From an optimization exercise on the open Yosys and OpenROAD flow, aimed at small area, a short achievable clock period and few clock cycles per item; shortcuts taken in it are not production practice.

==> flow/design.v <==
module b58_encode (
    input  wire         clk,
    input  wire         rst,
    input  wire         in_valid,
    output wire         in_ready,
    input  wire [5:0]   in_len,
    input  wire [255:0] in_data,
    output wire         out_valid,
    input  wire         out_ready,
    output wire [7:0]   out_char,
    output wire         out_last
);
    localparam integer N = 45;           
    localparam integer K = 4;            
    function [7:0] alphabet;
        input [5:0] d;
        begin
            if (d < 6'd9)       alphabet = 8'h31 + {2'b00, d};           
            else if (d < 6'd17) alphabet = 8'h41 + {2'b00, d} - 8'd9;    
            else if (d < 6'd22) alphabet = 8'h4A + {2'b00, d} - 8'd17;   
            else if (d < 6'd33) alphabet = 8'h50 + {2'b00, d} - 8'd22;   
            else if (d < 6'd44) alphabet = 8'h61 + {2'b00, d} - 8'd33;   
            else                alphabet = 8'h6D + {2'b00, d} - 8'd44;   
        end
    endfunction
    function [6:0] dbl;
        input [5:0] v;
        input       ci;
        reg c, x;
        begin
            c = v[5] | (v[4] & v[3] & v[2] & (v[1] | v[0]));
            x = v[1] | v[0];
            dbl = {c,
                   v[4] ^ (c & x & v[2] & v[3]),
                   v[3] ^ (c & x & v[2]),
                   v[2] ^ (c & x),
                   v[1] ^ (c & ~v[0]),
                   v[0] ^ c,
                   ci};
        end
    endfunction
    reg [6*N-1:0] d;
    reg           tz;        
    reg [6:0]    s;          
    reg [K-1:0]  chunk;      
    reg          vld;        
    reg          bdone;      
    reg [5:0]    bz;         
    reg          bnz;        
    reg          at_last;    
    reg          rdy;        
    reg [6:0]    diff;       
    reg          r1, r2;     
    reg          a_act;
    reg [5:0]    fl;         
    reg          flush;      
    reg [5:0]    bnd;        
    reg          bf;         
    reg [5:0]    ones;       
    reg          started;    
    reg          ov, sv;
    reg [7:0]    oc, sc;
    reg          ol, sl;
    assign in_ready  = rdy;
    assign out_valid = ov;
    assign out_char  = oc;
    assign out_last  = ol;
    wire [5:0]   top   = d[6*(N-1) +: 6];
    wire         space = !sv;
    wire         anyd  = a_act && !bf;
    wire         onesz = (ones == 6'd0);
    wire         skip  = anyd && !flush && !started && tz;
    wire         emitd = anyd && !flush && onesz && !skip && space;
    wire         shift = flush || skip || emitd;
    wire         emit1 = a_act && !onesz && space;
    wire         emitt = a_act && bf && onesz && space;
    wire         prod  = emit1 || emitd || emitt;
    wire [7:0]   pc    = emit1 ? 8'h31 : emitd ? alphabet(top) : 8'h00;
    wire         pl    = emitt;
    wire         fin  = rdy;                     
    wire         xfer = (bdone || fin) && !a_act;
    wire         en   = vld && !bdone && (bf || r2 || (r1 && shift)) &&
                        (!at_last || rdy);
    reg [6*N-1:0] dab;
    reg [6:0]     t;
    reg           cin;
    integer p, k;
    always @* begin
        dab = d;
        for (k = K - 1; k >= 0; k = k - 1) begin
            cin = chunk[k];
            for (p = 0; p < N; p = p + 1) begin
                t = dbl(dab[6*p +: 6], cin);
                dab[6*p +: 6] = t[5:0];
                cin = t[6];
            end
        end
    end
    reg [6*N-1:0] dn;
    always @* begin
        for (p = 0; p < N; p = p + 1) begin
            if (p >= bnd) begin
                if (shift)
                    dn[6*p +: 6] = (p == 0) ? 6'd0 : d[6*(p-1) +: 6];
                else
                    dn[6*p +: 6] = d[6*p +: 6];
            end else begin
                dn[6*p +: 6] = en ? dab[6*p +: 6] : d[6*p +: 6];
            end
        end
    end
    wire [6:0]   last    = (in_len == 6'd0) ? 7'd0 : {in_len - 6'd1, 1'b1};
    wire [6:0]   s_n     = fin ? 7'd0 : en ? s + 7'd1 : s;
    wire         vld_n   = in_valid && !fin;
    wire         bdone_n = (fin || bdone) && !xfer;
    wire         bf_n    = !xfer && (bf || (shift && bnd == N[5:0] - 6'd1));
    wire [6:0]   diff_n  = xfer ? 7'd0 : diff + {6'd0, shift} - {6'd0, en};
    wire         r1_n    = !diff_n[6] && (diff_n != 7'd0);
    wire         r2_n    = !diff_n[6] && (diff_n[5:1] != 5'd0);
    wire         rdy_n   = vld_n && !bdone_n && (bf_n || r2_n) && (s_n == last);
    wire [K-1:0] chunk_n = (in_len == 6'd0) ? {K{1'b0}} : in_data[K * {s_n[5:1], ~s_n[0]} +: K];
    wire         s0    = (s == 7'd0);
    wire         nz_n  = (s0 ? 1'b0 : bnz) || (chunk != {K{1'b0}});
    wire [5:0]   bz_b  = s0 ? 6'd0 : bz;
    wire [5:0]   bz_n  = (s[0] && !nz_n && in_len != 6'd0) ? bz_b + 6'd1 : bz_b;
    always @(posedge clk) begin
        d       <= dn;
        tz      <= (dn[6*(N-1) +: 6] == 6'd0);
        chunk   <= chunk_n;
        at_last <= (s_n == last);
        if (rst) begin
            s     <= 7'd0;
            vld   <= 1'b0;
            bdone <= 1'b0;
            rdy   <= 1'b0;
            diff  <= 7'd0;
            r1    <= 1'b0;
            r2    <= 1'b0;
            a_act <= 1'b0;
            fl    <= N[5:0];
            flush <= 1'b1;
            bnd   <= 6'd0;
            bf    <= 1'b0;
            ov    <= 1'b0;
            sv    <= 1'b0;
        end else begin
            s     <= s_n;
            vld   <= vld_n;
            bdone <= bdone_n;
            rdy   <= rdy_n;
            diff  <= diff_n;
            r1    <= r1_n;
            r2    <= r2_n;
            if (en) begin
                bnz <= nz_n;
                bz  <= bz_n;
            end
            if (flush) begin
                fl    <= fl - 6'd1;
                flush <= (fl != 6'd1);
            end
            if (xfer) begin
                a_act   <= 1'b1;
                ones    <= fin ? bz_n : bz;
                started <= 1'b0;
            end else begin
                if (emit1) ones <= ones - 6'd1;
                if (emitd) started <= 1'b1;
                if (emitt) a_act <= 1'b0;
            end
            bnd <= xfer ? 6'd0 : shift ? bnd + 6'd1 : bnd;
            bf  <= bf_n;
            if (!ov || out_ready) begin
                if (sv) begin
                    ov <= 1'b1; oc <= sc; ol <= sl;
                    sv <= 1'b0;
                end else begin
                    ov <= prod; oc <= pc; ol <= pl;
                end
            end else if (prod) begin
                sv <= 1'b1; sc <= pc; sl <= pl;
            end
        end
    end
endmodule
Settings: LEC_CHECK=0, CAP_MARGIN=20, CORE_MARGIN=2, CORE_UTILIZATION=40, SLEW_MARGIN=20; clock period 12.0 ns.
run.sh (not shown) runs the stock make flow with config.mk's settings and CLKGATE_MAP_FILE= SYNTH_SCRIPT=/design/flow/synth_recipe.tcl, a recipe that flattens the netlist after the stock synthesis.
Next try:
--- a/flow/design.v
+++ b/flow/design.v
@@ -9,11 +9,11 @@
     input  wire         out_ready,
     output wire [7:0]   out_char,
     output wire         out_last
 );
     localparam integer N = 45;           
-    localparam integer K = 4;            
+    localparam integer K = 2;            
     function [7:0] alphabet;
         input [5:0] d;
         begin
             if (d < 6'd9)       alphabet = 8'h31 + {2'b00, d};           
             else if (d < 6'd17) alphabet = 8'h41 + {2'b00, d} - 8'd9;    
@@ -107,24 +107,25 @@
             end else begin
                 dn[6*p +: 6] = en ? dab[6*p +: 6] : d[6*p +: 6];
             end
         end
     end
-    wire [6:0]   last    = (in_len == 6'd0) ? 7'd0 : {in_len - 6'd1, 1'b1};
+    wire [4:0]   lenm1   = in_len[4:0] - 5'd1;
+    wire [6:0]   last    = (in_len == 6'd0) ? 7'd0 : {lenm1, 2'b11};
     wire [6:0]   s_n     = fin ? 7'd0 : en ? s + 7'd1 : s;
     wire         vld_n   = in_valid && !fin;
     wire         bdone_n = (fin || bdone) && !xfer;
     wire         bf_n    = !xfer && (bf || (shift && bnd == N[5:0] - 6'd1));
     wire [6:0]   diff_n  = xfer ? 7'd0 : diff + {6'd0, shift} - {6'd0, en};
     wire         r1_n    = !diff_n[6] && (diff_n != 7'd0);
     wire         r2_n    = !diff_n[6] && (diff_n[5:1] != 5'd0);
     wire         rdy_n   = vld_n && !bdone_n && (bf_n || r2_n) && (s_n == last);
-    wire [K-1:0] chunk_n = (in_len == 6'd0) ? {K{1'b0}} : in_data[K * {s_n[5:1], ~s_n[0]} +: K];
+    wire [K-1:0] chunk_n = (in_len == 6'd0) ? {K{1'b0}} : in_data[K * {s_n[6:2], ~s_n[1:0]} +: K];
     wire         s0    = (s == 7'd0);
     wire         nz_n  = (s0 ? 1'b0 : bnz) || (chunk != {K{1'b0}});
     wire [5:0]   bz_b  = s0 ? 6'd0 : bz;
-    wire [5:0]   bz_n  = (s[0] && !nz_n && in_len != 6'd0) ? bz_b + 6'd1 : bz_b;
+    wire [5:0]   bz_n  = (s[1:0] == 2'b11 && !nz_n && in_len != 6'd0) ? bz_b + 6'd1 : bz_b;
     always @(posedge clk) begin
         d       <= dn;
         tz      <= (dn[6*(N-1) +: 6] == 6'd0);
         chunk   <= chunk_n;
         at_last <= (s_n == last);
Outcome: Final area came out lower by 20%. Utilization goes up by 0.94 points. Clock-buffer cell count decreases by 1. Global-route usage is higher by 1.2 points. First-iteration DRC count climbs by 4.2%.
Function was not checked in any run of this note: the RTL went through the layout flow alone.

## what the ideal ports hide
Ports are ideal in the flow. The routed layouts listed here were re-timed in OpenROAD.
Step 1 assumes that a clkbuf_16 drives the clock port and a buf_2 every other input.
Step 2, shift: input delay + t, output delay - t, t = (earliest + latest rising clock arrival at the registers) / 2. This alone moves slack from input paths to output paths.
a / b / c = ideal / step 1 / step 2; a / b = the first two.
run	shift t [ns]	setup WS [ns]	worst hold slack (ns)	worst slew at a driven data input, ns
the first run	0.606	6.578 / 6.578 / 6.578	0.502 / 0.502 / 0.502	0.15
the second run	0.607	6.771 / 6.771 / 6.706	0.513 / 0.513 / 0.513	0.10
After both steps every run listed still meets setup and hold. The setup slack of the second run, which loses most, moves by 0.000 ns with the drivers and by -0.065 ns with both steps.
